Context: an optimization exercise on an open-source flow, tuned for small area, a short achievable clock period and few clock cycles. The choices shown serve that exercise and are no tape-out recipe.
Where RTL was checked, it was by simulation tests only, not by an equivalence proof against the original.
The RTL of runs 5 and 6 was laid out without a check of its function.
Power figures rest on the tool's default switching activity, not on a simulated workload.

### design/flow/design.v
module dsb1_axis (
    input  wire               clk,
    input  wire               init,        
    input  wire               enc_add,     
    input  wire        [15:0] cnt_w,       
    input  wire               tick,        
    input  wire               pos_clear,   
    output reg         [15:0] cnt,
    output reg         [31:0] pos,
    output wire        [31:0] pos_now,
    output reg         [15:0] last_delta,
    output reg                ld_neg_n,    
    output reg                ld_sx,       
    output reg                ld_sy        
);
    reg pend_v;    
    reg pend_c;    
    wire [15:0] d     = cnt;
    wire        d_rnd = d[15] & (d[1] | d[0]);
    wire [7:0]  a1    = pos[7:0];
    wire [7:0]  b1    = d[9:2];
    wire [8:0]  c1;
    wire [7:0]  lo_n;
    assign c1[0] = d_rnd;
    wire [15:0] ld    = last_delta;
    wire [7:0]  a2    = pos[15:8];
    wire        ld_s  = ~ld_neg_n;
    wire [7:0]  b2    = {ld_s, ld_s, ld[15:10]};
    wire [8:0]  c2;
    wire [7:0]  mid_n;
    assign c2[0] = pend_c;
    genvar gi;
    generate
        for (gi = 0; gi < 8; gi = gi + 1) begin : g_rc
            assign lo_n[gi]    = a1[gi] ^ b1[gi] ^ c1[gi];
            assign c1[gi + 1]  = (a1[gi] & b1[gi]) | (c1[gi] & (a1[gi] ^ b1[gi]));
            assign mid_n[gi]   = a2[gi] ^ b2[gi] ^ c2[gi];
            assign c2[gi + 1]  = (a2[gi] & b2[gi]) | (c2[gi] & (a2[gi] ^ b2[gi]));
        end
    endgenerate
    wire        inc = pend_v & c2[8] & ld_neg_n;
    wire        dec = pend_v & ~c2[8] & ~ld_neg_n;
    wire [15:0] hi  = pos[31:16];
    wire [16:0] run;              
    wire [15:0] hi_n;
    assign run[0] = inc | dec;
    generate
        for (gi = 0; gi < 16; gi = gi + 1) begin : g_hi
            assign run[gi + 1] = run[gi] & (hi[gi] ^ dec);
            assign hi_n[gi]    = hi[gi] ^ run[gi];
        end
    endgenerate
    wire [7:0] mid_now = pend_v ? mid_n : pos[15:8];
    assign pos_now = {hi_n, mid_now, pos[7:0]};
    always @(posedge clk) begin
        if (init) begin
            cnt        <= 16'd0;
            pos        <= 32'd0;
            pend_v     <= 1'b0;
            last_delta <= 16'd0;
            ld_neg_n   <= 1'b1;
        end else if (pos_clear) begin
            pos    <= 32'd0;
            pend_v <= 1'b0;
        end else begin
            pos[31:8] <= {hi_n, mid_now};
            pend_v    <= tick;
            if (tick) begin
                cnt        <= 16'd0;
                last_delta <= d;
                ld_neg_n   <= ~d[15];
                pos[7:0]   <= lo_n;
            end else if (enc_add) begin
                cnt <= cnt_w;
            end
        end
    end
    always @(posedge clk) begin
        if (tick)
            pend_c <= c1[8];
    end
    always @(posedge clk) begin
        ld_sx <= last_delta[15];
        ld_sy <= ~ld_neg_n;
    end
endmodule
module dsb1_pid (
    input  wire         clk,
    input  wire         rst,         
    input  wire         ev_valid,
    input  wire [31:0]  ev_word,
    output wire         ev_ready,
    output reg          act_valid,
    output wire [10:0]  act_a,
    output wire [10:0]  act_b,
    output wire [10:0]  act_c,
    output wire [10:0]  act_d,
    output reg          tx_valid,
    output wire [335:0] tx_frame,    
    output reg          pos_valid,
    output reg  [1:0]   pos_axis,
    output reg  [31:0]  pos_value
);
    localparam [3:0] EV_INIT   = 4'h1;
    localparam [3:0] EV_TICK   = 4'h2;
    localparam [3:0] EV_TEL    = 4'h3;
    localparam [3:0] EV_RX     = 4'h4;
    localparam [3:0] EV_COMMIT = 4'h5;
    localparam [3:0] EV_TXDONE = 4'h6;
    localparam [3:0] EV_TXERR  = 4'h7;
    localparam [3:0] EV_POS    = 4'h8;
    localparam [3:0] EV_ENC    = 4'h9;
    localparam [4:0] S_HDR  = 5'd0;
    localparam [4:0] S_TAIL = 5'd10;
    localparam [4:0] S_C0   = 5'd16;
    localparam [4:0] S_C8   = 5'd24;
    localparam [7:0] HEADER = 8'h23;
    localparam [7:0] TAIL   = 8'h21;
    reg       sr_v, sa_v, sb_v, sc_v;
    reg [1:0] sr_k, sc_k;
    reg        rst_q;
    reg        ev_v;
    reg [3:0]  ev_q;
    reg [1:0]  ax_q;
    reg [15:0] data_q;
    reg        hold;      
    reg        rdy;       
    assign ev_ready = rdy;
    wire       go      = ev_v && !hold;
    wire       do_tick = go && ev_q == EV_TICK;
    wire       sr_v_n  = do_tick | (sr_v && sr_k != 2'd3);
    wire [1:0] sr_k_n  = do_tick ? 2'd0 : sr_k + 2'd1;
    wire       ev_v_n  = hold ? ev_v : ev_valid;
    wire [3:0] ev_q_n  = hold ? ev_q : ev_word[31:28];
    wire       hold_n  = ev_v_n &&
                         ((ev_q_n == EV_TICK && sr_v_n && sr_k_n != 2'd3) ||
                          (ev_q_n == EV_INIT && (sr_v_n || sr_v)));
    always @(posedge clk) begin
        rst_q <= rst;
        if (rst) begin
            ev_v <= 1'b0;
            hold <= 1'b0;
            rdy  <= 1'b1;
        end else begin
            ev_v <= ev_v_n;
            hold <= hold_n;
            rdy  <= !hold_n;
        end
        if (!hold) begin
            ev_q   <= ev_word[31:28];
            ax_q   <= ev_word[27:26];
            data_q <= ev_word[15:0];
        end
    end
    wire [7:0] b = data_q[7:0];
    wire init      = rst_q | (go && ev_q == EV_INIT);
    wire do_tel    = go && ev_q == EV_TEL;
    wire do_rx     = go && ev_q == EV_RX;
    wire do_commit = go && ev_q == EV_COMMIT;
    wire do_txclr  = go && (ev_q == EV_TXDONE || ev_q == EV_TXERR);
    wire do_pos    = go && ev_q == EV_POS;
    wire do_enc    = go && ev_q == EV_ENC;
    reg [7:0] target [0:3];
    reg [7:0] bias   [0:3];
    reg [3:0] tgt_neg_n;    
    reg [3:0] tgt_sx;       
    reg [3:0] tgt_sy;       
    reg       ramp_en;
    reg       en_s;       
    reg  w21, w2140;
    wire trigger = do_rx && w2140 && b == 8'h21;
    wire [15:0] cnt        [0:3];
    wire [31:0] pos        [0:3];
    wire [31:0] pos_now    [0:3];
    wire [15:0] last_delta [0:3];
    wire [3:0]  ld_neg_n;
    wire [3:0]  ld_sx, ld_sy;
    reg  [7:0]  t_s        [0:3];    
    reg  [7:0]  b_s        [0:3];    
    wire [15:0] cnt_w = cnt[ax_q] + data_q;
    genvar gi;
    generate
        for (gi = 0; gi < 4; gi = gi + 1) begin : g_axis
            dsb1_axis u_axis (
                .clk        (clk),
                .init       (init),
                .enc_add    (do_enc && ax_q == gi),
                .cnt_w      (cnt_w),
                .tick       (do_tick),
                .pos_clear  (trigger),
                .cnt        (cnt[gi]),
                .pos        (pos[gi]),
                .pos_now    (pos_now[gi]),
                .last_delta (last_delta[gi]),
                .ld_neg_n   (ld_neg_n[gi]),
                .ld_sx      (ld_sx[gi]),
                .ld_sy      (ld_sy[gi])
            );
        end
    endgenerate
    reg signed [8:0]  ramp     [0:3];    
    reg signed [9:0]  integ    [0:3];
    reg signed [16:0] prev_err [0:3];
    reg signed [10:0] out      [0:3];
    assign act_a = out[0];
    assign act_b = out[1];
    assign act_c = out[2];
    assign act_d = out[3];
    wire signed [7:0]  t_r     = t_s[0];
    wire signed [7:0]  b_r     = b_s[0];
    wire signed [8:0]  r_r     = ramp[0];
    wire signed [8:0]  goal    = {t_r, 1'b0};
    wire signed [9:0]  rdiff   = goal - r_r;
    wire               near    = (rdiff > -10'sd55) && (rdiff < 10'sd55);
    wire signed [9:0]  r_up    = r_r + 10'sd55;
    wire signed [9:0]  r_dn    = r_r - 10'sd55;
    wire signed [9:0]  r_mv    = rdiff[9] ? r_dn : r_up;
    wire               to_goal = !en_s || near;
    wire signed [8:0]  ramp_n  = to_goal ? goal : r_mv[8:0];
    wire signed [7:0]  r_half  = (r_mv[8:0] + {8'd0, r_mv[8]}) >>> 1;
    wire signed [7:0]  sp_base = to_goal ? t_r : r_half;
    wire signed [8:0]  sp      = sp_base + b_r;
    reg signed [8:0]  sp_r;
    reg signed [15:0] d_r;
    wire signed [16:0] e       = sp_r - d_r;
    wire               e_hi    = !e[16] && e[15:0] > 16'd1000;
    wire               e_lo    = e[16] && e[15:0] < 16'hFC18;    
    wire signed [11:0] e12     = e[11:0];
    wire signed [11:0] isum    = integ[0] + e12;
    wire signed [9:0]  integ_n = (e_hi || (!e_lo && isum > 12'sd500))  ? 10'sd500 :
                                 (e_lo || isum < -12'sd500)            ? -10'sd500 :
                                 isum[9:0];
    wire signed [17:0] base    = (e <<< 1) - (prev_err[0] >>> 1);
    reg signed [17:0] base_q;
    reg               p0_q;
    wire signed [9:0]  i_b  = integ[3];
    wire signed [27:0] bq10 = {base_q, 10'd0};
    wire signed [27:0] y    = bq10 + 28'sd205 * i_b + 28'sd100;
    wire        [9:0]  frac = y[9:0];
    reg signed [17:0] fl0_q;      
    reg               dec_q;      
    reg               rem_q;      
    wire signed [17:0] fl    = fl0_q - {17'd0, dec_q};
    wire signed [17:0] t     = fl + {17'd0, fl[17] & rem_q};
    wire signed [10:0] out_n = t > 18'sd1000 ? 11'sd1000 :
                               (t < -18'sd1000 ? -11'sd1000 : t[10:0]);
    integer j;
    always @(posedge clk) begin
        if (rst_q) begin
            sr_v <= 1'b0;
            sa_v <= 1'b0;
            sb_v <= 1'b0;
            sc_v <= 1'b0;
        end else begin
            sr_v <= sr_v_n;
            sa_v <= sr_v;
            sb_v <= sa_v;
            sc_v <= sb_v;
        end
        act_valid <= !rst && !rst_q && sc_v && sc_k == 2'd3;
        sr_k <= sr_k_n;
        if (sc_v)
            sc_k <= sc_k + 2'd1;
        else
            sc_k <= 2'd0;
        if (do_tick) begin
            en_s <= ramp_en;
            for (j = 0; j < 4; j = j + 1) begin
                t_s[j] <= target[j];
                b_s[j] <= bias[j];
            end
        end else if (sr_v) begin
            for (j = 0; j < 3; j = j + 1) begin
                t_s[j] <= t_s[j + 1];
                b_s[j] <= b_s[j + 1];
            end
        end
        sp_r   <= sp;
        d_r    <= last_delta[sr_k];
        base_q <= base;
        p0_q   <= prev_err[0][0];
        fl0_q  <= y[27:10];
        dec_q  <= p0_q & (frac <= 10'd610);
        rem_q  <= p0_q | (frac > 10'd200);
        if (init) begin
            for (j = 0; j < 4; j = j + 1) begin
                ramp[j]     <= 9'sd0;
                integ[j]    <= 10'sd0;
                prev_err[j] <= 17'sd0;
            end
        end else begin
            if (sr_v) begin
                for (j = 0; j < 3; j = j + 1)
                    ramp[j] <= ramp[j + 1];
                ramp[3] <= ramp_n;
            end
            if (sa_v) begin
                for (j = 0; j < 3; j = j + 1) begin
                    integ[j]    <= integ[j + 1];
                    prev_err[j] <= prev_err[j + 1];
                end
                integ[3]    <= integ_n;
                prev_err[3] <= e;
            end
        end
        if (sc_v)
            out[sc_k] <= out_n;
    end
    reg  [4:0] dst;
    reg  [7:0] pl [0:8];
    wire [3:0] cidx = dst[3:0];    
    wire       rx_store = do_rx && dst >= 5'd1 && dst <= 5'd9;
    always @(posedge clk) begin
        if (rx_store || do_commit) begin
            for (j = 0; j < 8; j = j + 1)
                pl[j] <= pl[j + 1];
            pl[8] <= b;
        end
    end
    always @(posedge clk) begin
        if (init) begin
            dst     <= S_HDR;
            w21     <= 1'b0;
            w2140   <= 1'b0;
            ramp_en <= 1'b0;
            tgt_neg_n <= 4'hF;
            for (j = 0; j < 4; j = j + 1) begin
                target[j] <= 8'd0;
                bias[j]   <= 8'd0;
            end
        end else begin
            if (do_rx) begin
                w21   <= !trigger && b == 8'h21;
                w2140 <= !trigger && w21 && b == 8'h40;
                if (dst == S_HDR) begin
                    if (b == HEADER)
                        dst <= 5'd1;
                end else if (dst == S_TAIL) begin
                    dst <= (b == TAIL) ? S_C0 : S_HDR;
                end else begin
                    dst <= dst + 5'd1;
                end
            end
            if (do_commit) begin
                if (cidx <= 4'd3) begin
                    target[cidx[1:0]]    <= pl[0];
                    tgt_neg_n[cidx[1:0]] <= ~pl[0][7];
                end
                else if (cidx == 4'd4)
                    ramp_en <= pl[0][0];
                else
                    bias[cidx[1:0] - 2'd1] <= pl[0];
                dst <= (dst == S_C8) ? S_HDR : dst + 5'd1;
            end
        end
    end
    reg busy;
    always @(posedge clk) begin
        if (init)
            busy <= 1'b0;
        else if (do_tel && !busy && data_q[0])
            busy <= 1'b1;
        else if (do_txclr)
            busy <= 1'b0;
    end
    assign tx_frame[7:0]     = HEADER;
    assign tx_frame[335:328] = TAIL;
    generate
        for (gi = 0; gi < 4; gi = gi + 1) begin : g_frame
            assign tx_frame[8 + 16*gi +: 16]   = {{4{tgt_sy[gi]}}, {5{tgt_sx[gi]}}, target[gi][6:0]};
            assign tx_frame[72 + 32*gi +: 32]  = pos[gi];
            assign tx_frame[200 + 32*gi +: 32] = {{8{ld_sy[gi]}}, {9{ld_sx[gi]}}, last_delta[gi][14:0]};
        end
    endgenerate
    always @(posedge clk) begin
        for (j = 0; j < 4; j = j + 1) begin
            tgt_sx[j] <= target[j][7];
            tgt_sy[j] <= ~tgt_neg_n[j];
        end
        if (rst) begin
            tx_valid  <= 1'b0;
            pos_valid <= 1'b0;
        end else begin
            tx_valid  <= do_tel && !busy && data_q[0];
            pos_valid <= do_pos;
        end
        if (do_pos)
            pos_axis <= ax_q;
        pos_value <= pos_now[ax_q];
    end
endmodule
### design/flow/flow/run.sh
#!/bin/bash
set -euo pipefail
bash standard.sh BUFFER_PORTS_ARGS="-buffer_cell sky130_fd_sc_hd__buf_1" finish > standard.log 2>&1
### design/flow/standard.sh
#!/bin/bash
# synth_recipe.tcl (not shown) runs the flow's synth.tcl, then flattens the netlist and writes it again
# the make line also repeats each setting of config.mk as NAME=value (left out here)
make -C /OpenROAD-flow-scripts/flow DESIGN_CONFIG=/design/flow/config.mk WORK_HOME=/design/flow/orfs CLKGATE_MAP_FILE= SYNTH_SCRIPT=/design/flow/synth_recipe.tcl "${@:-finish}"
### design/flow/config.mk
export PLATFORM = sky130hd
export DESIGN_NAME = dsb1_pid
export DESIGN_NICKNAME = dsb1_pid
export VERILOG_FILES = /design/flow/design.v
export SDC_FILE = /design/flow/constraint.sdc
export NUM_CORES = 4
export LEC_CHECK = 0
export CAP_MARGIN = 20
export CORE_MARGIN = 2
export CORE_UTILIZATION = 75
export PLACE_DENSITY = 0.85
export SLEW_MARGIN = 20
### design/flow/constraint.sdc
create_clock -name core_clock -period 36.0 [get_ports {clk}]
set_input_delay 7.2000 -clock core_clock [delete_from_list [all_inputs] [get_ports {clk}]]
set_output_delay 7.2000 -clock core_clock [all_outputs]
set_load 0.01 [all_outputs]
==> summary.txt, run 1 <==
EDFF count, synth: 269
share of the core filled with cells: 82.4%
main area contributors after synthesis: dfxtp_1, edfxtp_1, ha_1
crit path buf inv count: 1
H-tree depth: 3
initial antenna violation count: 5
fin crit share: 24.0%
max-slew violations: 0
Post-Syn Instances: 4,010
worst-skew pair later-pin latency: 0.64 ns
DIE AREA: 56,200 um^2
final setup margin: 27.37 ns
Clock Power Share: 40.1%
Multi-input gate area: 19,000 um^2
DP HPWL: 67.2 mm
DR vias/cell: 5.96
Power Internal: 1530 uW
PostCTS Resize Cnt: 0
Final Hold Fails: 0
worst-path cell chain: buf_1
via count: 29,805
number of max-cap violations: 0
Site Rows: 85
drt drc: 0
WHS: 0.366 ns
combinational fraction of design power: 11.1%
DRT Pass-1 Iters: 7
Initial Util: 75.8%
Final GP Congestion: 0.921
Max stage delay on crit path: 0.53 ns
CP startpoint kind: flip-flop
die extent in x: 237 um
Clock Path Buffers: 3
Pwr Total: 2050 uW
Detailed Route Iter0 Violations: 2,488
Worst-Margin Slew: 1.13 ns
remaining antenna violation count: 0
mapped cell area: 40,700 um^2
clock slew at reported path FFs: 0.06 ns
Sw Ratio: 25.2%
flops & latches, synth: 818
Chip Height: 237 um
status: complete, no violations
cts bufs inserted: 81
RSZ-0062 raised after global routing: no
overflow left after global routing: 0
routed len/inst: 19.3 um
area delta synth->final: 8.69%
sequential-to-total area share from yosys stat: 46.8%
reg2reg setup slack: 29.41 ns
vias in the first global route: 29,122
sequential share of power: 48.9%
crit path DAT: 1.43 ns
Yosys Warn Count: 14
Layout Skew: 0.0198 ns
core area: 53,700 um^2
dominant synthesized flop cell: dfxtp_1
layout cell share with drive strength beyond 1: 6.00%
Top Ports: 453
critical path's slowest cell: dfxtp_1
Hold Path Class: reg2reg
relative slew slack: 24.7%
TNS Setup: 0 ns
CTS Root Cell: clkbuf_16
first-pass GRT wire length: 152 mm
fmax: 116 MHz
fillcell total: 3,149
Leak: 0.0167 uW
Synth top area share: 27.0%
fin crit period: 8.63 ns
gr usage total: 34.3%
async set-reset flop share out of synthesis: 0%
maximum vdd drop: 39.7 uV
kind of end point of the critical path: output pin
Yosys top cell by area: dfxtp_1
NetSw: 518 uW
Unique masters post-synth: 87
largest net degree at the start of global routing: 103
hold_buf cts: 0
Routed WL: 96.5 mm
crit path max fanout: 8
Reg area: 19,100 um^2
synthesized area per cell: 10.2 um^2
final setup violation count: 0
pre-CTS setup slack: 27.43 ns
family with the most delay on the worst path: flip-flops
nets@finish: 4,545
post-CTS setup repair buffer count: 0
PD cells: 46.4 nW/um^2
clk sink count: 818
Setup CP Type: reg2out
Worst EP required: 28.80 ns
Port Buffers: 426
CTS tree: built
-- power by group through the flow --
| stage | sequential (uW) | combinational (uW) | clock, uW |
|---|---|---|---|
| floorplan | 1010 | 179 | 0 |
| global placement | 1020 | 217 | 0 |
| detailed placement | 1020 | 222 | 0 |
| CTS | 1000 | 225 | 829 |
| global route | 1010 | 250 | 865 |
| finish | 1000 | 227 | 822 |
-- layout make-up --
type	count	share of cell area, %
clock buffer	120	5.28
antenna	1	0.00565
sequential	818	43.1
multi-input combinational	2637	42.9
timing repair buffer	453	4.07
clock inverter	26	0.526
inverter	247	2.11
tap	696	1.97
-- through the flow --
step / instances / area [um^2]
3_5_place_dp: 4851 / 41700
6_report: 4998 / 44300
4_1_cts: 4997 / 44300
2_1_floorplan: 4024 / 40800
5_1_grt: 4997 / 44300
3_3_place_gp: 4851 / 41700
-- cells in the mapped netlist, types with 16 or more instances --
master / instances
edfxtp_1: 269
a222oi_1: 16
a21oi_1: 236
nor2b_1: 86
buf_4: 161
xor2_1: 87
nor3_1: 58
mux4_2: 50
or3_1: 24
inv_1: 245
dfxtp_1: 549
and2_1: 40
o21a_1: 17
xnor2_1: 140
ha_1: 173
fa_1: 99
mux2i_1: 184
nand2_1: 533
and3_1: 29
clkbuf_1: 134
a211oi_1: 29
nor4_1: 19
nor2_1: 332
a21o_1: 32
buf_1: 24
nand4_1: 22
nand2b_1: 27
nand3_1: 67
o21ai_0: 100
-- path summary, 6_finish.rpt --
check / startpoint / end / cells past startpoint
min: target[3][7]$_DFFE_PP_ / tgt_sx[3]$_DFF_P_ / 0
max reg2reg: g_axis[2].u_axis.last_delta[10]$_SDFFE_PP0P_ / pos_value[31]$_DFF_P_ / 17
min reg2reg: target[3][7]$_DFFE_PP_ / tgt_sx[3]$_DFF_P_ / 0
max: g_axis[2].u_axis.ld_sy$_DFF_P_ / tx_frame[294] / 1
-- kinds of logic (layout without fill, tap and decap cells) --
kind of cell	count (synthesis)	in the layout	synth area share (%)
buffers and inverters	569	846	6.77
flip-flops	818	818	46.8
adder cells (fa/ha/maj)	272	272	10.2
AND/OR/NAND/NOR	1305	1305	14.7
XOR/XNOR	230	230	5.02
other	2	17	0.0184
AO/OA/AOI/OAI	562	562	8.67
multiplexers	252	252	7.82
-- routing by layer --
layer,up-vias,share of wire (%),global-route usage (%)
met1,14223,39,43.0
li1,14032,-,-
met2,1262,48,57.2
met4,8,4.8,16.4
met3,280,7.6,6.84
met5,-,0.062,0
-- registers in the layout, indices dropped and copies added, names as in the netlist, 18 cells and up --
name,count
g_axis.u_axis.pos,128
pl,72
prev_err,68
g_axis.u_axis.cnt,64
g_axis.u_axis.last_delta,64
out,44
integ,40
ramp,36
b_s,32
bias,32
pos_value,32
t_s,32
target,32
base_q,18
fl0_q,18
-- cell usage in the layout (no fill, tap or decap), types with 16 or more instances in the layout --
| cell type | count |
|---|---|
| clkbuf_16 | 82 |
| and3_1 | 29 |
| nand2_1 | 533 |
| a211oi_1 | 29 |
| a21oi_1 | 235 |
| mux4_2 | 50 |
| o21ai_0 | 98 |
| fa_1 | 99 |
| conb_1 | 16 |
| or3_1 | 24 |
| mux2i_1 | 184 |
| dfxtp_1 | 546 |
| xor2_1 | 87 |
| a222oi_1 | 16 |
| nor2_1 | 330 |
| nor3_1 | 57 |
| a21o_1 | 31 |
| nand4_1 | 22 |
| nand3_1 | 67 |
| clkbuf_1 | 22 |
| xnor2_1 | 140 |
| nor2b_1 | 86 |
| nor4_1 | 19 |
| and2_1 | 40 |
| nand2b_1 | 26 |
| inv_1 | 245 |
| buf_1 | 426 |
| ha_1 | 173 |
| edfxtp_1 | 269 |
| buf_4 | 27 |
| o21a_1 | 17 |
Testbench counts, summed over its fixed seeds: cycles 16,065.
==> inputs of run 2 (changes only) <==
--- a/design/flow/config.mk
+++ b/design/flow/config.mk
@@ -7,6 +7,6 @@
 export LEC_CHECK = 0
 export CAP_MARGIN = 20
 export CORE_MARGIN = 2
-export CORE_UTILIZATION = 75
-export PLACE_DENSITY = 0.85
+export CORE_UTILIZATION = 60
+export PLACE_DENSITY = 0.7
 export SLEW_MARGIN = 20
==> run 2 against run 1 <==
Cell count grew 3.8%. Count of clock-buffer cells in the layout shrank 1. Non-clock buffer count grew 2. Critical endpoint is now tx_frame[155]. Routed wire length shrank 3.0%. First-iteration DRC count shrank 19%. Global-route usage shrank 7.7 points. Still clean.
==> summary.txt, run 2 <==
status: complete, no violations
fin crit period: 8.56 ns
initial antenna violation count: 3
PostCTS Resize Cnt: 0
Routed WL: 93.7 mm
TNS Setup: 0 ns
largest net degree at the start of global routing: 114
Top Ports: 453
most frequent cells in the layout: dfxtp_1, nand2_1, buf_1, nor2_1, edfxtp_1
pre-CTS setup slack: 27.45 ns
Unique masters post-synth: 87
final setup violation count: 0
Top Registers: g_axis.u_axis.pos (128), pl (72), prev_err (68)
flops & latches, synth: 818
worst-path cell chain: buf_1
DP HPWL: 66.3 mm
fin crit share: 23.8%
Multi-input gate area: 19,000 um^2
Layout Skew: 0.0244 ns
Yosys top cell by area: dfxtp_1
Cell Area, Placed: 41,900 um^2
gr usage total: 26.5%
Setup crit start: g_axis[2].u_axis.pos[19]$_SDFF_PP0_
core area: 67,200 um^2
critical path's slowest cell: dfxtp_1
number of max-cap violations: 0
HP Start: prev_err[0][0]$_SDFFE_PP0P_
drt drc: 0
Reg area: 19,100 um^2
relative slew slack: 24.9%
crit path max fanout: 7
synthesized area per cell: 10.2 um^2
Final GP Congestion: 0.902
die extent in x: 265 um
Chip Height: 265 um
layout cell share with drive strength beyond 1: 6.40%
Site Rows: 95
final setup margin: 27.44 ns
routed len/inst: 18.1 um
Synth top cells by count: dfxtp_1, nand2_1, nor2_1
Final Hold Fails: 0
via count: 28,516
hold_buf cts: 0
Worst-Margin Slew: 1.12 ns
WHS: 0.357 ns
Clock Path Buffers: 3
FF-to-FF Start: g_axis[2].u_axis.pend_c$_DFFE_PP_
dominant synthesized flop cell: dfxtp_1
Worst EP required: 28.80 ns
CTS tree: built
final instance area: 44,800 um^2
flip-flop count of the largest register after layout: 128
nets@finish: 4,551
PD cells: 47.5 nW/um^2
vias in the first global route: 27,241
Top reg by flops: g_axis.u_axis.pos
RSZ-0062 raised after global routing: no
mapped cell area: 40,700 um^2
Post-Syn Instances: 4,010
Setup CP Type: reg2out
crit path DAT: 1.36 ns
Synth top area share: 27.0%
Initial Util: 60.6%
Yosys Warn Count: 14
main area contributors after synthesis: dfxtp_1, edfxtp_1, ha_1
Max stage delay on crit path: 0.47 ns
area delta synth->final: 10.0%
EDFF count, synth: 269
commonest non-fill, non-tap cell in the layout: dfxtp_1
async set-reset flop share out of synthesis: 0%
DRT Pass-1 Iters: 7
overflow left after global routing: 0
remaining antenna violation count: 0
Hold Path Class: reg2reg
fmax: 117 MHz
Port Buffers: 426
crit path buf inv count: 1
worst-skew pair later-pin latency: 0.64 ns
cts bufs inserted: 85
post-CTS setup repair buffer count: 0
maximum vdd drop: 35.1 uV
fillcell total: 5,325
sequential-to-total area share from yosys stat: 46.8%
Leak: 0.0169 uW
CP startpoint kind: flip-flop
DIE AREA: 70,000 um^2
max-slew violations: 0
family with the most delay on the worst path: flip-flops
kind of end point of the critical path: output pin
Detailed Route Iter0 Violations: 2,006
clock slew at reported path FFs: 0.06 ns
first-pass GRT wire length: 148 mm
DR vias/cell: 5.50
CTS Root Cell: clkbuf_16
clk sink count: 818
H-tree depth: 3
Pwr Total: 2130 uW
top-count cell post-synth: dfxtp_1
[run 2: metrics by stage]
step                      util (%)  cells
after floorplan                  -   4024
after global placement        62.4   5030
after detailed placement      62.4   5030
after CTS                     66.7   5187
after global routing          66.7   5188
final                         66.7   5189
[run 2: report_power, final]
group / total (uW) / switching, uW / internal (uW)
Clock: 897 / 367 / 531
Sequential: 1000 / 23.9 / 980
Combinational: 226 / 143 / 82.7
Total: 2130 / 534 / 1590
[run 2: worst paths after layout]
kind	endpoint	slack, ns	cells after the start
max	tx_frame[155]	27.44	1
min	p0_q$_DFF_P_	0.36	0
max reg2reg	pos_value[31]$_DFF_P_	29.39	17
min reg2reg	p0_q$_DFF_P_	0.36	0
[run 2: cells by family (layout without fill, tap and decap cells)]
group                    after synthesis  after routing  synth area share [%]
AND/OR/NAND/NOR                     1305           1305                  14.7
AO/OA/AOI/OAI                        562            562                  8.67
flip-flops                           818            818                  46.8
adder cells (fa/ha/maj)              272            272                  10.2
XOR/XNOR                             230            230                  5.02
multiplexers                         252            252                  7.82
other                                  2             18                0.0184
buffers and inverters                569            859                  6.77
[run 2: cell type report]
type	instances	share of cell area, %
flip-flops and latches	818	42.6
multi-input cells	2637	42.4
clock buffers	119	5.43
repair buffers	455	4.06
well taps	873	2.44
inverters	247	2.08
clock inverters	38	0.969
diodes	2	0.0112
[run 2: worst reg2reg max path: cells and delay by family, from the launching register on]
family,cells,cell delay [ns]
buffers and inverters,1,0.07
adders and majority gates,8,2.93
AOI/OAI and AO/OA,3,1.00
DFF,1,0.43
muxes,2,0.75
and+or+nand+nor,2,1.15
xor gates and xnor gates,1,0.15
[run 2: routing by layer]
metal	GRT usage [%]	vias up	routed length, um
li1	-	14058	-
met1	35.3	13601	40700
met2	43.5	687	44400
met3	5.00	166	5570
met4	9.43	4	2950
met5	0	-	30
==> inputs of run 3 (changes only) <==
--- a/design/flow/config.mk
+++ b/design/flow/config.mk
@@ -8,5 +8,7 @@
 export CAP_MARGIN = 20
 export CORE_MARGIN = 2
 export CORE_UTILIZATION = 60
+export CTS_CLUSTER_DIAMETER = 60
+export CTS_CLUSTER_SIZE = 30
 export PLACE_DENSITY = 0.7
 export SLEW_MARGIN = 20
==> run 3 against run 2 <==
Count of clock-buffer cells in the layout shrank 57. Core utilization is 1.2 points lower. Worst hold slack improved by 0.0092 ns. Cell area shrank 1.8%. Register-to-register slack lost 0.08 ns. First-iteration DRC count decreased by 2.3%. Non-clock buffer count unchanged. Synthesized cell count is the same. Critical path depth stayed put. Critical endpoint is now tx_frame[278].
==> summary.txt, run 3 <==
Final GP Congestion: 0.902
core area: 67,200 um^2
dominant synthesized flop cell: dfxtp_1
reg2reg setup slack: 29.31 ns
CP endpoint: tx_frame[278]
Clock Path Buffers: 3
WHS: 0.366 ns
Top reg by flops: g_axis.u_axis.pos
Hold Path Class: reg2reg
Top Ports: 453
mapped cell area: 40,700 um^2
Synth top area share: 27.0%
kind of end point of the critical path: output pin
crit path buf inv count: 1
Port Buffers: 426
family with the most delay on the worst path: flip-flops
DR vias/cell: 5.51
die extent in x: 265 um
crit path DAT: 1.38 ns
cts bufs inserted: 56
Worst EP required: 28.80 ns
CP startpoint kind: flip-flop
Final Hold Fails: 0
number of max-cap violations: 0
Post-Syn Instances: 4,010
fin crit share: 23.8%
nets@finish: 4,522
area delta synth->final: 8.00%
Site Rows: 95
commonest non-fill, non-tap cell in the layout: dfxtp_1
Setup CP Type: reg2out
synthesized area per cell: 10.2 um^2
cell count along the critical path: 1
Detailed Route Iter0 Violations: 1,960
hold_buf cts: 0
sequential-to-total area share from yosys stat: 46.8%
flip-flop count of the largest register after layout: 128
drt drc: 0
worst hold path depth: 0
final setup violation count: 0
Initial Util: 60.6%
Register-to-Register Path Depth: 17
PD cells: 43.9 nW/um^2
Leak: 0.0165 uW
Yosys Warn Count: 14
fin crit period: 8.58 ns
fmax: 117 MHz
maximum vdd drop: 41.7 uV
main area contributors after synthesis: dfxtp_1, edfxtp_1, ha_1
layout cell share with drive strength beyond 1: 5.68%
TNS Setup: 0 ns
clk sink count: 818
CTS tree: built
via count: 28,281
overflow left after global routing: 0
max-slew violations: 0
Chip Height: 265 um
vias in the first global route: 26,813
FF-to-FF Start: g_axis[2].u_axis.pend_c$_DFFE_PP_
EDFF count, synth: 269
DRT Pass-1 Iters: 9
gr usage total: 26.2%
Layout Skew: 0.0423 ns
Unique masters post-synth: 87
first-pass GRT wire length: 146 mm
Max stage delay on crit path: 0.53 ns
worst-skew pair later-pin latency: 0.66 ns
status: complete, no violations
Yosys top cell by area: dfxtp_1
DIE AREA: 70,000 um^2
most frequent cells in the layout: dfxtp_1, nand2_1, buf_1, nor2_1, edfxtp_1
flops & latches, synth: 818
post-CTS setup repair buffer count: 0
DP HPWL: 66.3 mm
largest net degree at the start of global routing: 114
CTS Root Cell: clkbuf_16
H-tree depth: 2
top-count cell post-synth: dfxtp_1
remaining antenna violation count: 0
RSZ-0062 raised after global routing: no
Worst-Margin Slew: 1.15 ns
critical path's slowest cell: dfxtp_1
PostCTS Resize Cnt: 0
worst r2r dst: pos_value[31]$_DFF_P_
routed len/inst: 18.1 um
async set-reset flop share out of synthesis: 0%
initial antenna violation count: 3
fillcell total: 5,437
relative slew slack: 23.1%
Top Registers: g_axis.u_axis.pos (128), pl (72), prev_err (68)
Synth top cells by count: dfxtp_1, nand2_1, nor2_1
Routed WL: 92.9 mm
clock slew at reported path FFs: 0.09 ns
Setup crit start: g_axis[2].u_axis.last_delta[14]$_SDFFE_PP0P_
worst-path cell chain: buf_1
crit path max fanout: 4
run 3: cell counts after synthesis:
No cell type changed its count.
run 3: logic make-up after synthesis:
logic type | Yosys count | share of synthesized area [%]
and+or+nand+nor | 1305 | 14.7
DFF | 818 | 46.8
buffers and inverters | 569 | 6.77
AOI/OAI and AO/OA | 562 | 8.67
adders and majority gates | 272 | 10.2
muxes | 252 | 7.82
xor gates and xnor gates | 230 | 5.02
other | 2 | 0.0184
run 3: stage by stage:
stage          setup WS (ns)  power, uW  instance area [um^2]  cells  utilization (%)
6_report               27.42       1930                 44000   5137             65.5
5_1_grt                27.35       2000                 44000   5137             65.5
3_5_place_dp           27.45       1250                 41900   5030             62.4
3_3_place_gp           27.44       1240                 41900   5030             62.4
4_1_cts                27.36       1940                 44000   5136             65.5
2_1_floorplan          27.66       1190                 40800   4024                -
run 3: layout make-up:
| cell class | count | area (um^2) | area share, % |
|---|---|---|---|
| diodes | 1 | 2.50 | 0.00569 |
| clock buffers | 62 | 1470 | 3.33 |
| clock inverters | 44 | 581 | 1.32 |
| inverters | 247 | 932 | 2.12 |
| multi-input cells | 2637 | 19000 | 43.2 |
| flip-flops and latches | 818 | 19100 | 43.4 |
| well taps | 873 | 1090 | 2.48 |
| repair buffers | 455 | 1820 | 4.13 |
run 3: where the power goes:
group	internal (uW)	leakage [uW]	total, uW	switching (uW)
Clock	331	0.000992	701	371
Sequential	978	0.00698	1000	23.8
Combinational	82.7	0.00850	225	143
Total	1390	0.0165	1930	537
run 3: worst min path at each step:
stage                   endpoint                        start
floorplan           p0_q$_DFF_P_  prev_err[0][0]$_SDFFE_PP0P_
global placement    p0_q$_DFF_P_  prev_err[0][0]$_SDFFE_PP0P_
detailed placement  p0_q$_DFF_P_  prev_err[0][0]$_SDFFE_PP0P_
CTS                 p0_q$_DFF_P_  prev_err[0][0]$_SDFFE_PP0P_
global route        p0_q$_DFF_P_  prev_err[0][0]$_SDFFE_PP0P_
finish              p0_q$_DFF_P_  prev_err[0][0]$_SDFFE_PP0P_
run 3: metal layers:
| layer | track usage [%] | wire length (um) |
|---|---|---|
| met5 | 0 | 26 |
| met4 | 8.11 | 2650 |
| met3 | 4.55 | 5360 |
| met2 | 43.4 | 44100 |
| met1 | 35.2 | 40700 |
==> inputs of run 4 (changes only) <==
--- a/design/flow/config.mk
+++ b/design/flow/config.mk
@@ -9,6 +9,6 @@
 export CORE_MARGIN = 2
 export CORE_UTILIZATION = 60
 export CTS_CLUSTER_DIAMETER = 60
-export CTS_CLUSTER_SIZE = 30
+export CTS_CLUSTER_SIZE = 40
 export PLACE_DENSITY = 0.7
 export SLEW_MARGIN = 20
==> run 4 against run 3 <==
Still clean on timing, DRC and antenna. Global-route usage unchanged. Count of clock-buffer cells in the layout unchanged. Sequential cell count unchanged. Clock skew about the same. Sequential power about the same. Combinational power about the same. Largest power group unchanged.
==> summary.txt, run 4 <==
status: complete, no violations
RSZ-0062 raised after global routing: no
sequential-to-total area share from yosys stat: 46.8%
met3 Track Usage GR: 4.55%
core area: 67,200 um^2
Initial Util: 60.6%
EDFF count, synth: 269
family with the most delay on the worst path: flip-flops
Sw Ratio: 27.9%
Top reg by flops: g_axis.u_axis.pos
DR vias/cell: 5.51
async set-reset flop share out of synthesis: 0%
sequential share of power: 51.9%
first-pass GRT wire length: 146 mm
combinational fraction of design power: 11.7%
crit path DAT: 1.39 ns
flops & latches, synth: 818
Final Hold Fails: 0
most frequent cells in the layout: dfxtp_1, nand2_1, buf_1, nor2_1, edfxtp_1
relative slew slack: 20.5%
Setup CP Type: reg2out
layout cell share with drive strength beyond 1: 5.68%
maximum vdd drop: 41.7 uV
worst-path cell chain: buf_1
Routed WL: 92.9 mm
number of max-cap violations: 0
crit path buf inv count: 1
main area contributors after synthesis: dfxtp_1, edfxtp_1, ha_1
Yosys top cell by area: dfxtp_1
TNS Setup: 0 ns
fmax: 116 MHz
area delta synth->final: 8.00%
drt drc: 0
Layout Skew: 0.0418 ns
Chip Height: 265 um
via count: 28,286
hold_buf cts: 0
largest net degree at the start of global routing: 114
Synth top area share: 27.0%
initial antenna violation count: 3
Clock Power Share: 36.4%
clock slew at reported path FFs: 0.09 ns
fin crit share: 23.9%
max-slew violations: 0
routed len/inst: 18.1 um
cts bufs inserted: 56
Site Rows: 95
commonest non-fill, non-tap cell in the layout: dfxtp_1
HP Start: prev_err[0][0]$_SDFFE_PP0P_
Worst EP required: 28.80 ns
Detailed Route Iter0 Violations: 1,971
Port Buffers: 426
synthesized area per cell: 10.2 um^2
Clock Path Buffers: 3
CP startpoint kind: flip-flop
H-tree depth: 2
Most Used Layer, Global Route: met2
WHS: 0.367 ns
PostCTS Resize Cnt: 0
Max stage delay on crit path: 0.54 ns
NetSw: 537 uW
FF-to-FF Start: g_axis[2].u_axis.pend_c$_DFFE_PP_
Synth top cells by count: dfxtp_1, nand2_1, nor2_1
DP HPWL: 66.3 mm
overflow left after global routing: 0
Final GP Congestion: 0.902
worst-skew pair later-pin latency: 0.66 ns
Yosys Warn Count: 14
critical path's slowest cell: dfxtp_1
Unique masters post-synth: 87
dominant synthesized flop cell: dfxtp_1
Power Internal: 1390 uW
die extent in x: 265 um
Hold Path Class: reg2reg
PD cells: 43.9 nW/um^2
met1 Use GR: 35.2%
DIE AREA: 70,000 um^2
flip-flop count of the largest register after layout: 128
nets@finish: 4,522
mapped cell area: 40,700 um^2
CTS tree: built
clk sink count: 818
Setup crit start: g_axis[2].u_axis.last_delta[14]$_SDFFE_PP0P_
GRT met2 Usage: 43.4%
Post-Syn Instances: 4,010
post-CTS setup repair buffer count: 0
vias in the first global route: 26,810
fin crit period: 8.59 ns
Leak: 0.0165 uW
DRT Pass-1 Iters: 10
final setup violation count: 0
top-count cell post-synth: dfxtp_1
Top Ports: 453
kind of end point of the critical path: output pin
remaining antenna violation count: 0
CTS Root Cell: clkbuf_16
Top Registers: g_axis.u_axis.pos (128), pl (72), prev_err (68)
Worst-Margin Slew: 1.19 ns
gr usage total: 26.2%
crit path max fanout: 4
## run 4: cell counts in the layout (fill, tap and decap cells not counted)
No cell type changed its count.
## run 4: logic make-up after synthesis
logic type | Yosys count | share of synthesized area (%)
simple gates | 1305 | 14.7
flops | 818 | 46.8
buf+inv | 569 | 6.77
compound gates | 562 | 8.67
fa+ha+maj | 272 | 10.2
mux | 252 | 7.82
xor+xnor | 230 | 5.02
other cells | 2 | 0.0184
## run 4: worst paths after layout
path                            cells past startpoint  slack, ns               endpoint
worst max-delay path                                1      27.41          tx_frame[278]
worst min-delay path                                0       0.37           p0_q$_DFF_P_
worst max register to register                     17      29.29  pos_value[31]$_DFF_P_
worst min register to register                      0       0.37           p0_q$_DFF_P_
## run 4: power groups by stage
stage                     Combinational, uW  Clock, uW  Sequential, uW
after floorplan                         179          0            1010
after global placement                  221          0            1020
after detailed placement                223          0            1020
after CTS                               225        716            1000
after global routing                    250        748            1010
final                                   225        702            1000
## run 4: area by class of cell
| cell class | count | area (um^2) |
|---|---|---|
| clock buffer | 62 | 1470 |
| clock inverter | 44 | 581 |
| inverter | 247 | 932 |
| fill | 5437 | 23200 |
| multi-input combinational | 2637 | 19000 |
| tap | 873 | 1090 |
| sequential | 818 | 19100 |
| antenna | 1 | 2.50 |
| timing repair buffer | 455 | 1820 |
## run 4: per-layer routing
metal | up-vias | part of all wire [%]
met3 | 153 | 5.8
li1 | 13967 | -
met4 | 4 | 2.8
met5 | - | 0.028
met2 | 645 | 48
met1 | 13517 | 44
## run 4: worst register-to-register path: cells and delay by family (launching register included)
family                     cells  cell delay [ns]
adders and majority gates      8             2.98
buffers and inverters          1             0.07
DFF                            1             0.43
muxes                          2             0.76
xor gates and xnor gates       1             0.15
and+or+nand+nor                2             1.17
AOI/OAI and AO/OA              3             0.99
## run 4: per-stage QoR
step / total power [uW] / cell area (um^2) / util (%) / instances / setup WS, ns
6_report: 1930 / 44000 / 65.5 / 5137 / 27.41
5_1_grt: 2000 / 44000 / 65.5 / 5137 / 27.35
4_1_cts: 1940 / 44000 / 65.5 / 5136 / 27.36
3_5_place_dp: 1250 / 41900 / 62.4 / 5030 / 27.45
3_3_place_gp: 1240 / 41900 / 62.4 / 5030 / 27.44
2_1_floorplan: 1190 / 40800 / - / 4024 / 27.66
==> inputs of run 5 (changes only) <==
--- a/design/flow/design.v
+++ b/design/flow/design.v
@@ -237,13 +237,18 @@
     wire signed [27:0] bq10 = {base_q, 10'd0};
     wire signed [27:0] y    = bq10 + 28'sd205 * i_b + 28'sd100;
     wire        [9:0]  frac = y[9:0];
-    reg signed [17:0] fl0_q;      
+    wire signed [17:0] fl0  = y[27:10];
+    reg signed [11:0] f12_q;
+    reg               big_q;      
+    reg               small_q;    
     reg               dec_q;      
     reg               rem_q;      
-    wire signed [17:0] fl    = fl0_q - {17'd0, dec_q};
-    wire signed [17:0] t     = fl + {17'd0, fl[17] & rem_q};
-    wire signed [10:0] out_n = t > 18'sd1000 ? 11'sd1000 :
-                               (t < -18'sd1000 ? -11'sd1000 : t[10:0]);
+    wire signed [11:0] fl    = f12_q - {11'd0, dec_q};
+    wire signed [11:0] t     = fl + {11'd0, fl[11] & rem_q};
+    wire signed [10:0] out_n = big_q             ? 11'sd1000 :
+                               small_q           ? -11'sd1000 :
+                               t > 12'sd1000     ? 11'sd1000 :
+                               t < -12'sd1000    ? -11'sd1000 : t[10:0];
     integer j;
     always @(posedge clk) begin
         if (rst_q) begin
@@ -279,7 +284,9 @@
         d_r    <= last_delta[sr_k];
         base_q <= base;
         p0_q   <= prev_err[0][0];
-        fl0_q  <= y[27:10];
+        f12_q   <= fl0[11:0];
+        big_q   <= fl0 >= 18'sd1002;
+        small_q <= fl0 <= -18'sd1002;
         dec_q  <= p0_q & (frac <= 10'd610);
         rem_q  <= p0_q | (frac > 10'd200);
         if (init) begin
--- a/design/flow/config.mk
+++ b/design/flow/config.mk
@@ -8,7 +8,7 @@
 export CAP_MARGIN = 20
 export CORE_MARGIN = 2
 export CORE_UTILIZATION = 60
-export CTS_CLUSTER_DIAMETER = 60
+export CTS_CLUSTER_DIAMETER = 72
 export CTS_CLUSTER_SIZE = 40
 export PLACE_DENSITY = 0.7
 export SLEW_MARGIN = 20
==> run 5 against run 4 <==
First-iteration DRC count increased by 7.0%. Via count shrank 1.0%. Routed wire length up 0.37%. Worst setup slack lost 0.14 ns. Maximum frequency decreased by 1.6%. Cell area decreased by 2.3%. Synthesized cell count down 2.0%. Area after synthesis is 1.5% lower. Non-clock buffer count shrank 3. Worst hold slack gained 0.0031 ns. Power decreased by 10%. Clock skew grew 0.0022 ns. Largest power group unchanged. Highest routed layer is now met4.
==> summary.txt, run 5 <==
Final Hold Fails: 0
relative slew slack: 26.5%
Layout Skew: 0.0440 ns
post-CTS setup repair buffer count: 0
gr usage total: 26.7%
Worst-Margin Slew: 1.10 ns
final setup violation count: 0
dominant synthesized flop cell: dfxtp_1
H-tree depth: 2
sequential-to-total area share from yosys stat: 47.3%
clock slew at reported path FFs: 0.11 ns
fin crit share: 24.3%
DR vias/cell: 5.56
family with the most delay on the worst path: flip-flops
clk sink count: 814
crit path buf inv count: 1
Power Internal: 1270 uW
number of max-cap violations: 0
status: complete, no violations
CTS tree: built
Initial Util: 60.8%
overflow left after global routing: 0
Detailed Route Iter0 Violations: 2,109
maximum vdd drop: 37.0 uV
via count: 27,994
initial antenna violation count: 3
Sw Ratio: 26.4%
crit path max fanout: 5
drt drc: 0
crit path DAT: 1.53 ns
kind of end point of the critical path: output pin
PD cells: 40.2 nW/um^2
nets@finish: 4,439
Leak: 0.0162 uW
cts bufs inserted: 44
Yosys top cell by area: dfxtp_1
Setup CP Type: reg2out
largest net degree at the start of global routing: 190
Clock Path Buffers: 3
Post-Layout Cell Count: 5,033
fin crit period: 8.73 ns
Chip Height: 263 um
mapped cell area: 40,100 um^2
Post-Syn Instances: 3,931
vias in the first global route: 26,639
sequential share of power: 56.7%
DRT Pass-1 Iters: 7
first-pass GRT wire length: 148 mm
Max stage delay on crit path: 0.69 ns
TNS Setup: 0 ns
DP HPWL: 67.4 mm
main area contributors after synthesis: dfxtp_1, edfxtp_1, ha_1
max-slew violations: 0
Placed Cells: 4,948
combinational fraction of design power: 7.8%
Worst EP required: 28.80 ns
fillcell total: 5,373
synthesized area per cell: 10.2 um^2
RSZ-0062 raised after global routing: no
Site Rows: 94
worst-path cell chain: buf_1
Yosys Warn Count: 14
NetSw: 457 uW
worst-skew pair later-pin latency: 0.64 ns
Hold Path Class: reg2reg
EDFF count, synth: 269
hold_buf cts: 0
flip-flop count of the largest register after layout: 128
layout cell share with drive strength beyond 1: 4.97%
Clock Power Share: 35.5%
Synth top area share: 27.2%
DIE AREA: 69,000 um^2
Port Buffers: 426
CP startpoint kind: flip-flop
CTS Root Cell: clkbuf_16
remaining antenna violation count: 0
commonest non-fill, non-tap cell in the layout: dfxtp_1
top-count cell post-synth: dfxtp_1
Final GP Congestion: 0.894
critical path's slowest cell: dfxtp_1
Top Registers: g_axis.u_axis.pos (128), pl (72), prev_err (68)
area delta synth->final: 7.13%
PostCTS Resize Cnt: 0
Top Ports: 453
flops & latches, synth: 814
fmax: 114 MHz
Routed WL: 93.2 mm
core area: 66,000 um^2
routed len/inst: 18.5 um
die extent in x: 263 um
async set-reset flop share out of synthesis: 0%
most frequent cells in the layout: dfxtp_1, nand2_1, buf_1, nor2_1, edfxtp_1
Top reg by flops: g_axis.u_axis.pos
Synth top cells by count: dfxtp_1, nand2_1, nor2_1
Unique masters post-synth: 82
-- run 5: cell types whose count changed in the layout (fill, tap and decap cells not counted), sizes merged, moves of 7 or more --
cell    delta
a211oi     +8
clkinv    -12
nand4      -7
nand2     -17
a211o      +7
xnor2     -19
nor2      -10
o21a       +8
mux2i     -15
clkbuf    -16
nor4      -10
nand3     -12
-- run 5: power groups by stage --
stage	clock, uW	combinational (uW)	sequential, uW
finish	614	135	979
global route	654	150	981
CTS	625	136	979
detailed placement	0	134	1000
global placement	0	133	1000
floorplan	0	104	993
-- run 5: worst paths after layout --
kind | slack (ns) | cells after the start | endpoint | start
max | 27.27 | 1 | tx_frame[244] | g_axis[1].u_axis.last_delta[12]$_SDFFE_PP0P_
min | 0.37 | 0 | tgt_sx[1]$_DFF_P_ | target[1][7]$_SDFFCE_PN0P_
max reg2reg | 29.12 | 17 | pos_value[31]$_DFF_P_ | g_axis[3].u_axis.last_delta[10]$_SDFFE_PP0P_
min reg2reg | 0.37 | 0 | tgt_sx[1]$_DFF_P_ | target[1][7]$_SDFFCE_PN0P_
-- run 5: worst register-to-register path, stage by stage (launching register included) --
cell and delay [ns]:
dfxtp_1 0.40, fa_1 0.45, fa_1 0.40, fa_1 0.43
fa_1 0.41, fa_1 0.40, fa_1 0.38, inv_1 0.08
fa_1 0.20, fa_1 0.30, nand3_1 0.57, or4_1 0.66
mux2_2 0.30, a211oi_1 0.39, o21ai_0 0.40, a211o_1 0.35
xnor2_1 0.15, mux4_2 0.46
-- run 5: cell type report --
| type | count | area (um^2) | share of cell area, % |
|---|---|---|---|
| clock inverter | 36 | 498 | 1.16 |
| tap | 864 | 1080 | 2.51 |
| timing repair buffer | 452 | 1810 | 4.20 |
| multi-input combinational | 2577 | 18600 | 43.2 |
| sequential | 814 | 19000 | 44.2 |
| antenna | 2 | 5.00 | 0.0116 |
| clock buffer | 46 | 1130 | 2.63 |
| inverter | 242 | 913 | 2.12 |
-- run 5: logic make-up after synthesis --
family / share of synthesized area [%]
AOI/OAI and AO/OA: 9.10
xor gates and xnor gates: 4.71
adders and majority gates: 10.4
buffers and inverters: 6.68
DFF: 47.3
muxes: 7.50
other: 0.0187
and+or+nand+nor: 14.3
-- run 5: stage by stage --
stage / hold WS, ns / utilization [%] / power [uW] / setup WS, ns / instance area [um^2]
after global routing: 0.385 / 65.1 / 1780 / 27.22 / 43000
after CTS: 0.375 / 65.1 / 1740 / 27.25 / 43000
after global placement: 0.350 / 62.7 / 1130 / 27.49 / 41300
after detailed placement: 0.353 / 62.7 / 1130 / 27.48 / 41300
final: 0.370 / 65.1 / 1730 / 27.27 / 43000
after floorplan: 0.330 / - / 1100 / 27.66 / 40200
-- run 5: per-layer routing --
metal	GRT usage (%)	up-vias	routed length, um	part of all wire [%]
met5	0	-	0	0
met3	4.31	121	5810	6.2
li1	-	13726	-	-
met1	35.6	13375	39700	43
met2	45.4	772	45400	49
met4	7.38	0	2310	2.5
==> inputs of run 6 (changes only) <==
--- a/design/flow/config.mk
+++ b/design/flow/config.mk
@@ -8,7 +8,7 @@
 export CAP_MARGIN = 20
 export CORE_MARGIN = 2
 export CORE_UTILIZATION = 60
-export CTS_CLUSTER_DIAMETER = 72
+export CTS_CLUSTER_DIAMETER = 60
 export CTS_CLUSTER_SIZE = 40
 export PLACE_DENSITY = 0.7
 export SLEW_MARGIN = 20
==> run 6 against run 5 <==
Sequential power about the same. First-iteration DRC count up 5.6%. Maximum frequency down 0.78%. Highest routed layer unchanged. Routed wire length up 0.32%. Critical endpoint unchanged. Power up 4.1%. Sequential share of layout area down 0.34 points. Synthesized cell count unchanged. Still clean.
==> summary.txt, run 6 <==
crit path DAT: 1.60 ns
max-slew violations: 0
Clock Path Buffers: 3
fmax: 114 MHz
Hold Path Class: reg2reg
number of max-cap violations: 0
family with the most delay on the worst path: flip-flops
Clock Power Share: 38.1%
worst-path cell chain: buf_1
Leak: 0.0163 uW
kind of end point of the critical path: output pin
Worst-Margin Slew: 1.13 ns
Initial Util: 60.8%
Max stage delay on crit path: 0.72 ns
Site Rows: 94
Final GP Congestion: 0.894
most frequent cells in the layout: dfxtp_1, nand2_1, buf_1, nor2_1, edfxtp_1
Yosys Warn Count: 14
routed len/inst: 18.5 um
TNS Setup: 0 ns
cts bufs inserted: 52
final setup violation count: 0
Layout Skew: 0.0716 ns
Unique masters post-synth: 82
Post-Syn Instances: 3,931
core area: 66,000 um^2
status: complete, no violations
initial antenna violation count: 3
via count: 28,097
dominant synthesized flop cell: dfxtp_1
main area contributors after synthesis: dfxtp_1, edfxtp_1, ha_1
DR vias/cell: 5.57
critical path's slowest cell: dfxtp_1
Yosys top cell by area: dfxtp_1
clk sink count: 814
vias in the first global route: 26,756
EDFF count, synth: 269
DRT Pass-1 Iters: 7
Cell Area, Placed: 41,300 um^2
Chip Height: 263 um
CP startpoint kind: flip-flop
PD cells: 41.5 nW/um^2
Top Ports: 453
Top Registers: g_axis.u_axis.pos (128), pl (72), prev_err (68)
remaining antenna violation count: 0
DIE AREA: 69,000 um^2
crit path max fanout: 5
Port Buffers: 426
overflow left after global routing: 0
hold_buf cts: 0
largest net degree at the start of global routing: 190
combinational fraction of design power: 7.5%
relative slew slack: 24.8%
Final Hold Fails: 0
top-count cell post-synth: dfxtp_1
DP HPWL: 67.4 mm
synthesized area per cell: 10.2 um^2
Power Internal: 1320 uW
crit path buf inv count: 1
Detailed Route Iter0 Violations: 2,227
post-CTS setup repair buffer count: 0
NetSw: 481 uW
flip-flop count of the largest register after layout: 128
Worst EP required: 28.80 ns
Sw Ratio: 26.7%
area delta synth->final: 7.96%
sequential share of power: 54.4%
sequential-to-total area share from yosys stat: 47.3%
Synth top cells by count: dfxtp_1, nand2_1, nor2_1
maximum vdd drop: 40.5 uV
final instance area: 43,300 um^2
fin crit share: 24.5%
CTS Root Cell: clkbuf_16
mapped cell area: 40,100 um^2
Setup CP Type: reg2out
drt drc: 0
commonest non-fill, non-tap cell in the layout: dfxtp_1
first-pass GRT wire length: 148 mm
nets@finish: 4,447
flops & latches, synth: 814
die extent in x: 263 um
RSZ-0062 raised after global routing: no
Routed WL: 93.5 mm
PostCTS Resize Cnt: 0
H-tree depth: 2
Top reg by flops: g_axis.u_axis.pos
worst-skew pair later-pin latency: 0.67 ns
async set-reset flop share out of synthesis: 0%
fin crit period: 8.80 ns
Synth top area share: 27.2%
gr usage total: 26.8%
CTS tree: built
clock slew at reported path FFs: 0.12 ns
layout cell share with drive strength beyond 1: 5.26%
run 6: through the flow:
stage	setup WS (ns)	std cells	hold slack [ns]	utilization [%]	total power [uW]
floorplan	27.66	3945	0.330	-	1100
global placement	27.49	4948	0.350	62.7	1130
detailed placement	27.48	4948	0.353	62.7	1130
CTS	27.20	5045	0.374	65.6	1810
global route	27.18	5046	0.383	65.7	1860
finish	27.20	5047	0.372	65.7	1800
run 6: area by class of cell:
| cell class | instances | area (um^2) |
|---|---|---|
| inverters | 242 | 913 |
| multi-input cells | 2577 | 18600 |
| fillers | 5356 | 22700 |
| flip-flops and latches | 814 | 19000 |
| diodes | 1 | 2.50 |
| repair buffers | 452 | 1810 |
| well taps | 864 | 1080 |
| clock inverters | 41 | 617 |
| clock buffers | 56 | 1350 |
run 6: kinds of logic (layout without fill, tap and decap cells):
family	Yosys count	in the layout	share of synthesized area (%)
compound gates	581	581	9.10
xor+xnor	214	214	4.71
fa+ha+maj	273	273	10.4
buf+inv	554	791	6.68
flops	814	814	47.3
mux	238	238	7.50
other cells	2	17	0.0187
simple gates	1255	1255	14.3
run 6: worst reg2reg max path: stages, from the launching register on:
cell	delay, ns
dfxtp_1	0.39
fa_1	0.44
fa_1	0.39
fa_1	0.40
fa_1	0.39
fa_1	0.42
fa_1	0.41
inv_1	0.09
fa_1	0.19
fa_1	0.34
nand3_1	0.59
or4_1	0.67
mux2_2	0.31
a211oi_1	0.38
o21ai_0	0.37
a211o_1	0.37
xnor2_1	0.15
mux4_2	0.44
run 6: metal layers:
layer  part of all wire, %  up-vias  wire (um)  GRT usage, %
met3                   6.2      124       5840          4.55
met4                   2.6        0       2440          7.75
met5                     0        -          0             0
met2                    49      760      45600          45.4
met1                    42    13453      39700          35.7
li1                      -    13760          -             -
run 6: power by group through the flow:
stage | clock network [uW] | logic (uW) | registers [uW]
2_1_floorplan | 0 | 104 | 993
3_3_place_gp | 0 | 133 | 1000
3_5_place_dp | 0 | 134 | 1000
4_1_cts | 698 | 136 | 979
5_1_grt | 729 | 150 | 981
6_report | 684 | 135 | 979
run 6: path summary, 6_finish.rpt:
check,slack [ns],to,cells after the start,start
worst max-delay path,27.20,tx_frame[244],1,g_axis[1].u_axis.last_delta[12]$_SDFFE_PP0P_
worst max register to register,29.16,pos_value[31]$_DFF_P_,17,g_axis[2].u_axis.last_delta[10]$_SDFFE_PP0P_
worst min register to register,0.37,tgt_sx[3]$_DFF_P_,0,target[3][7]$_DFFE_PP_
worst min-delay path,0.37,tgt_sx[3]$_DFF_P_,0,target[3][7]$_DFFE_PP_

[re-timing with driven ports]
How much do the figures lean on ideal ports? The routed layouts below were timed once more, with nothing changed but the port constraints.
Step 1 assumes that a clkbuf_16 drives the clock port and a buf_2 every other input.
Step 2 also shifts input and output timing later by t, the mid clock arrival at the registers, as if the neighbouring blocks saw the same clock.
Slacks: no drivers / after step 1 / after step 2; pairs: no drivers / after step 1.
run	t, ns	setup WS [ns]	pins driven straight from the clock port
run 1	0.689	27.371 / 27.308 / 27.417	1
run 2	0.695	27.442 / 27.374 / 27.437	1
run 3	0.706	27.416 / 27.348 / 27.440	1
run 4	0.708	27.408 / 27.340 / 27.454	1
run 5	0.687	27.266 / 27.196 / 27.489	1
run 6	0.705	27.197 / 27.127 / 27.495	1
After both steps every run listed still meets setup and hold. For run 2, which loses most, drivers alone change the setup slack by -0.068 ns; drivers and shift together by -0.005 ns.
